What follows belongs to an exercise in optimizing a design on an open flow for small area; a production flow would make more cautious choices. Function was checked by simulation only, so behaviour that the tests miss may differ from the original. The flow treats the clock pin as an ideal source. Dropping or thinning the clock tree relies on that and would not hold on a real chip. No activity file was given, so power comes from the tool's default toggle rates.

Setup of north:
==> flow/design.v (excerpt) <==
module ufa_top (
  input             clk,
  input             rst,
  input             in_valid,
  output            in_ready,
  input      [1:0]  in_op,
  input      [7:0]  in_data,
  input      [31:0] in_now,
  output            out_valid,
  input             out_ready,
  output     [1:0]  out_kind,
  output     [31:0] out_data
);
  localparam [1:0] OP_FEED = 2'd0, OP_TICK = 2'd1, OP_LOCK = 2'd2;
  localparam [1:0] K_WAKE = 2'd0, K_TX = 2'd1, K_EVENT = 2'd2, K_DIAG = 2'd3;
  localparam [1:0] S_IDLE = 2'd0, S_DIAG = 2'd1, S_EVT = 2'd2, S_TX = 2'd3;
  localparam [1:0] F_LOCK = 2'd0, F_ACK = 2'd1, F_DISC = 2'd2, F_POLL = 2'd3;
  localparam [31:0] T_FRAME = 32'd10;
  localparam [31:0] T_POLL  = 32'd1800000;
  reg [5:0]  rx_len;
  reg [7:0]  h_cmd, h_src, h_seq, h_len;
  reg [7:0]  h_p;            
  reg        p_ov, p_90;     
  reg [7:0]  x_prev;         
  reg [7:0]  b_last;         
  reg [31:0] lbt;            
  reg [31:0] lp;             
  reg        lp_zero;        
  reg        discovered;
  reg [3:0]  ph;             
  reg        go;             
  reg        lpl;            
  reg        ba, ga, bb, gb;   
  reg [1:0]  st;
  reg [1:0]  ftype;
  reg [2:0]  k;              
  reg        poll_pend;
  reg        f_sum;          
  wire first   = (ph == 4'd0);
  wire last_ph = (ph == 4'd15);
  wire can     = (ph[2:0] == 3'd7);    
  wire idle    = (st == S_IDLE);
  wire vnow = first ? (in_valid & idle) : go;
  wire [1:0] nb = in_now[{ph, 1'b0} +: 2];
  wire [1:0] ka = T_FRAME[{ph, 1'b0} +: 2];
  wire [1:0] kb = T_POLL[{ph, 1'b0} +: 2];
  wire [1:0] ra = lbt[1:0];
  wire [1:0] rb = lp[1:0] & {2{~lp_zero}};
  wire [2:0] da = {1'b0, nb} - {1'b0, ra} - {2'b0, ba & ~first};
  wire [2:0] db = {1'b0, nb} - {1'b0, rb} - {2'b0, bb & ~first};
  wire ga0 = (da[0] != ka[0]) ? da[0] : (ga & ~first);
  wire ga1 = (da[1] != ka[1]) ? da[1] : ga0;
  wire gb0 = (db[0] != kb[0]) ? db[0] : (gb & ~first);
  wire gb1 = (db[1] != kb[1]) ? db[1] : gb0;
  wire [5:0] n = rx_len;
  wire ovf        = (n == 6'd0);           
  wire chk_short  = n < 6'd5;
  wire chk_sum    = f_sum;
  wire chk_size   = {3'd0, n} != ({1'b0, h_len} + 9'd5);
  wire c11 = (h_cmd == 8'h11);
  wire c30 = (h_cmd == 8'h30);
  ...
Size: about 82 I/O pins, about 5500 µm² of cells after synthesis.
export LEC_CHECK = 0
export CAP_MARGIN = 20
export CORE_MARGIN = 2
export CORE_UTILIZATION = 40
export SLEW_MARGIN = 20
create_clock -name core_clock -period 10.0 [get_ports {clk}]
standard.sh (not shown) runs the stock make flow with config.mk's settings and CLKGATE_MAP_FILE= SYNTH_SCRIPT=/design/flow/synth_recipe.tcl, a recipe that flattens the netlist after the stock synthesis.
==> flow/flow/run.sh <==
#!/bin/bash
# Own layout flow: the standard flow (standard.sh) with
#  1. the standard synthesis, then its combinational logic re-mapped by ABC with
#     area-oriented scripts (every register cell, name and type is kept: the
#     registers are blackboxes to ABC); several runs of ABC's &deepsyn run in
#     parallel, in three rounds, and the smallest netlist is kept;
#  2. ports buffered with buf_1 (still one buffer per port);
#  3. a hand-built two-level clock tree (flow/manual_cts.tcl) instead of
#     TritonCTS.
# Each tool writes its full output to a log of its own in this folder.
set -euo pipefail
HERE=$(pwd)
PLAT=$FLOW_HOME/platforms/$FLOW_PLATFORM
LIB=$PLAT/lib/sky130_fd_sc_hd__tt_025C_1v80.lib
RES=$HERE/orfs/results/$FLOW_PLATFORM/ufa_top/base
VARS=("BUFFER_PORTS_ARGS=-buffer_cell sky130_fd_sc_hd__buf_1"
      "PRE_CTS_TCL=$HERE/flow/manual_cts.tcl")

# 1. standard synthesis up to the Yosys netlist
bash standard.sh "${VARS[@]}" "$RES/1_2_yosys.v" > log_1_synth.log 2>&1

# 2. re-map the combinational logic
python3 flow/genmodels.py "$LIB" cells_models.v > log_2_models.log 2>&1
DU=$(sed -n '/DONT_USE_CELLS/,/^$/p' $PLAT/config.mk | grep -o 'sky130_fd_sc_hd__[a-z0-9_]*' | sed 's/^/-dont_use /' | tr '\n' ' ')
cp "$RES/1_2_yosys.v" resyn_r0.v

# resyn IN OUT TAG ABC-LINES...: one ABC run on the combinational logic of IN
resyn() {
  local in=$1 out=$2 tag=$3; shift 3
  printf '%s\n' "$@" > "abc_$tag.script"
  cat > "resyn_$tag.ys" <<EOS
read_verilog cells_models.v
read_verilog $in
hierarchy -top $FLOW_TOP
flatten
techmap
opt -fast
opt_clean
abc -script $HERE/abc_$tag.script -liberty $LIB $DU
opt_clean -purge
splitnets
hilomap -singleton -hicell sky130_fd_sc_hd__conb_1 HI -locell sky130_fd_sc_hd__conb_1 LO
insbuf -buf sky130_fd_sc_hd__buf_1 A X
opt_clean -purge
rename -hide w:*.*
write_verilog -noattr -nohex -nodec $out
tee -q -o stat_$tag.txt stat -liberty $LIB
EOS
  yosys -s "resyn_$tag.ys" > "log_2_resyn_$tag.log" 2>&1 || true
}
area_of() { grep -h 'Chip area' "stat_$1.txt" 2>/dev/null | awk '{print $NF}' || true; }

# three rounds of four &deepsyn runs (two seeds, with and without two-input
# LUTs): rounds 1 and 2 start from the standard netlist, round 3 from the
# smallest netlist so far; the smallest netlist of all is kept
best_in=resyn_r0.v; best_a=""
for round in 1 2 3; do
  start=resyn_r0.v
  [[ $round == 3 ]] && start=$best_in
  tags=()
  for seed in 1 2; do
    for lut in n t; do
      s=$(( (round - 1) * 2 + seed ))
      tag=r${round}s${s}$lut
      tags+=($tag)
      opt=""; [[ $lut == t ]] && opt="-t"
      resyn $start resyn_$tag.v $tag strash ifraig dc2 '&get -n' '&st' \
        "&deepsyn -T 60 -S $s $opt" '&dch -f' '&nf -a -R 1000' '&put' topo &
    done
  done
  wait
  for tag in "${tags[@]}"; do
    a=$(area_of $tag)
    [[ -n "$a" && -s resyn_$tag.v ]] || continue
    if [[ -z "$best_a" ]] || awk -v a="$a" -v b="$best_a" 'BEGIN{exit !(a < b)}'; then
      best_in=resyn_$tag.v; best_a=$a
    fi
  done
  echo "after round $round: $best_in ($best_a)" >> resyn_choice.log
done
cp $best_in 1_2_yosys_resyn.v
cp 1_2_yosys_resyn.v "$RES/1_2_yosys.v"
rm -f "$RES/1_synth.odb" "$RES/1_synth.sdc"

# 3. the rest of the standard flow
bash standard.sh "${VARS[@]}" finish > log_3_layout.log 2>&1
Other scripts of this flow, unchanged in this note and not shown: flow/flow/genmodels.py, flow/flow/manual_cts.tcl
Setup changes, north to west
-- flow/design.v --
<<< north, line 19
  localparam [31:0] T_POLL  = 32'd1800000;
  reg [5:0]  rx_len;
  reg [7:0]  h_cmd, h_src, h_seq, h_len;
  reg [7:0]  h_p;            
  reg        p_ov, p_90;     
>>> west, line 19
  localparam [31:0] T_POLL  = 32'd1800000;
  reg [5:0]  rx_len;
  reg [7:0]  h_cmd, h_len;
  reg [7:0]  h_ss;
  reg        bad_src;        
  reg [7:0]  h_p;            
  reg        p_ov, p_90;     
<<< north, line 64
  wire c44 = (h_cmd == 8'h44);
  wire cot = ~(c11 | c30 | c33 | c37 | c44);
  wire chk_src_ok = (h_src == 8'hB0) || (h_src == 8'hB1 && c11);
  wire frame_ok   = !chk_short && !chk_sum && !chk_size && chk_src_ok;
  wire t_short = chk_short;
>>> west, line 66
  wire c44 = (h_cmd == 8'h44);
  wire cot = ~(c11 | c30 | c33 | c37 | c44);
  wire src_ok_now = (h_ss == 8'hB0) || (h_ss == 8'hB1 && c11);   
  wire chk_src_ok = ~bad_src;
  wire frame_ok   = !chk_short && !chk_sum && !chk_size && chk_src_ok;
  wire t_short = chk_short;
<<< north, line 122
  wire m_seq = (ftype == F_ACK  & (k == 3'd4 | k == 3'd6)) |
               (ftype == F_DISC & (k == 3'd4 | k == 3'd7));
  wire [7:0] tx_byte = tx_c ^ {8{m_tt}} ^ ({8{m_seq}} & h_seq);
  wire tx_last = (ftype == F_LOCK || ftype == F_DISC) ? (k == 3'd7) : (k == 3'd6);
  wire sd = (st == S_DIAG);
>>> west, line 125
  wire m_seq = (ftype == F_ACK  & (k == 3'd4 | k == 3'd6)) |
               (ftype == F_DISC & (k == 3'd4 | k == 3'd7));
  wire [7:0] tx_byte = tx_c ^ {8{m_tt}} ^ ({8{m_seq}} & h_ss);
  wire tx_last = (ftype == F_LOCK || ftype == F_DISC) ? (k == 3'd7) : (k == 3'd6);
  wire sd = (st == S_DIAG);
<<< north, line 189
  wire ph_ld   = (ph[3] ^ (ph[2:0] == 3'd7)) & ~last_ph;
  wire feed_ld = go & ph_ld & (in_op == OP_FEED);
  wire [2:0] bi = ph[2:0] + 3'd1;
  wire ib      = in_data[bi];
  wire ld0 = feed_ld & (rx_len == 6'd0);
  wire ld1 = feed_ld & (rx_len == 6'd1);
  wire ld2 = feed_ld & (rx_len == 6'd2);
  wire ld3 = feed_ld & (rx_len == 6'd3);
  wire ld4 = feed_ld & (rx_len == 6'd4);
>>> west, line 192
  wire ph_ld   = (ph[3] ^ (ph[2:0] == 3'd7)) & ~last_ph;
  wire feed_ld = go & ph_ld & (in_op == OP_FEED);
  wire [7:0] in_rot = {in_data[0], in_data[7:1]};
  wire ib      = in_rot[ph[2:0]];
  wire ld0 = feed_ld & (rx_len == 6'd0);
  wire ld1 = feed_ld & (rx_len == 6'd1);
  wire ld2 = feed_ld & (rx_len == 6'd2);
  wire ss_sel = (ph == 4'd7) ? src_ok_now : ~bad_src;
  wire ld3 = feed_ld & (rx_len == 6'd3);
  wire ld4 = feed_ld & (rx_len == 6'd4);
<<< north, line 202
    lp  <= {lpl ? nb : lp[1:0], lp[31:2]};
    h_cmd  <= {ld0 ? ib : h_cmd[0], h_cmd[7:1]};
    h_src  <= {ld1 ? ib : h_src[0], h_src[7:1]};
    h_seq  <= {ld2 ? ib : h_seq[0], h_seq[7:1]};
    h_len  <= {ld3 ? ib : h_len[0], h_len[7:1]};
    h_p    <= {(ld4 | (ld5 & p_sel)) ? ib : h_p[0], h_p[7:1]};
>>> west, line 206
    lp  <= {lpl ? nb : lp[1:0], lp[31:2]};
    h_cmd  <= {ld0 ? ib : h_cmd[0], h_cmd[7:1]};
    h_ss   <= {(ld1 | (ld2 & ss_sel)) ? ib : h_ss[0], h_ss[7:1]};
    if (ph == 4'd7 && ld2) bad_src <= ~src_ok_now;
    h_len  <= {ld3 ? ib : h_len[0], h_len[7:1]};
    h_p    <= {(ld4 | (ld5 & p_sel)) ? ib : h_p[0], h_p[7:1]};
<<< north, line 214
               (mv_on & mv_code == 2'd1) ? h_len[0] :
               (mv_on & mv_code == 2'd2) ? h_cmd[0] :
               (mv_on & mv_code == 2'd3) ? h_seq[0] : b_last[0], b_last[7:1]};
    x_prev <= {feed_ld ? (x_prev[0] ^ b_last[0]) & (rx_len != 6'd0) :
               (mv_on & mv_code == 2'd1) ? h_p[0] :
               (mv_on & mv_code == 2'd2) ? h_src[0] :
               (mv_on & mv_code == 2'd3) ? h_cmd[0] : x_prev[0], x_prev[7:1]};
    ba <= da[2];
>>> west, line 218
               (mv_on & mv_code == 2'd1) ? h_len[0] :
               (mv_on & mv_code == 2'd2) ? h_cmd[0] :
               (mv_on & mv_code == 2'd3) ? h_ss[0] : b_last[0], b_last[7:1]};
    x_prev <= {feed_ld ? (x_prev[0] ^ b_last[0]) & (rx_len != 6'd0) :
               (mv_on & mv_code == 2'd1) ? h_p[0] :
               (mv_on & mv_code == 2'd2) ? h_ss[0] :
               (mv_on & mv_code == 2'd3) ? h_cmd[0] : x_prev[0], x_prev[7:1]};
    ba <= da[2];
==> comparison <==
Between north and west, die boundary width decreased. In the metrics for west and north, the one carrying the lower die height is west. Diff north -> west: number of nets in the final layout increased by about 1.4% relative to the old numbers, power dissipated by switching net loads now sits higher, synthesis-to-finish area growth roughly the same, total power up 11%. In west the global-route wire length before repair turned out about 0.9% lower than in north. The highest-delay cell along the critical path comes out sky130_fd_sc_hd__nor3_1 in one run and sky130_fd_sc_hd__a222oi_1 in the other, namely in north and west respectively.
No run of this note takes its clock network from TritonCTS; it comes from the design's own scripts or RTL.

-- static timing again, ports no longer ideal --
How much do the figures lean on ideal ports? The routed layouts below were timed once more, with nothing changed but the port constraints. Step 1: set_driving_cell puts a clkbuf_16 on clk and a buf_2 on each other input, an assumption about the parent block. Step 2 adds t to the input delays and takes it off the output delays; t is the mean of the earliest and latest rising clock arrival at the registers after step 1. Input paths then give back, and output paths get back, about the clock's delay inside the block. a / b / c = no drivers / after step 1 / after step 2; a / b = the first two.
run | t (ns) | setup WS [ns] | worst register clock-pin slew, ns
north | 0.439 | 2.956 / 2.925 / 2.925 | 0.10 / 0.10
west | 0.433 | 3.145 / 3.124 / 3.124 | 0.10 / 0.10
After both steps setup and hold are still met in every run listed. For north, which loses most, drivers alone change the setup slack by -0.031 ns; drivers and shift together by -0.031 ns.
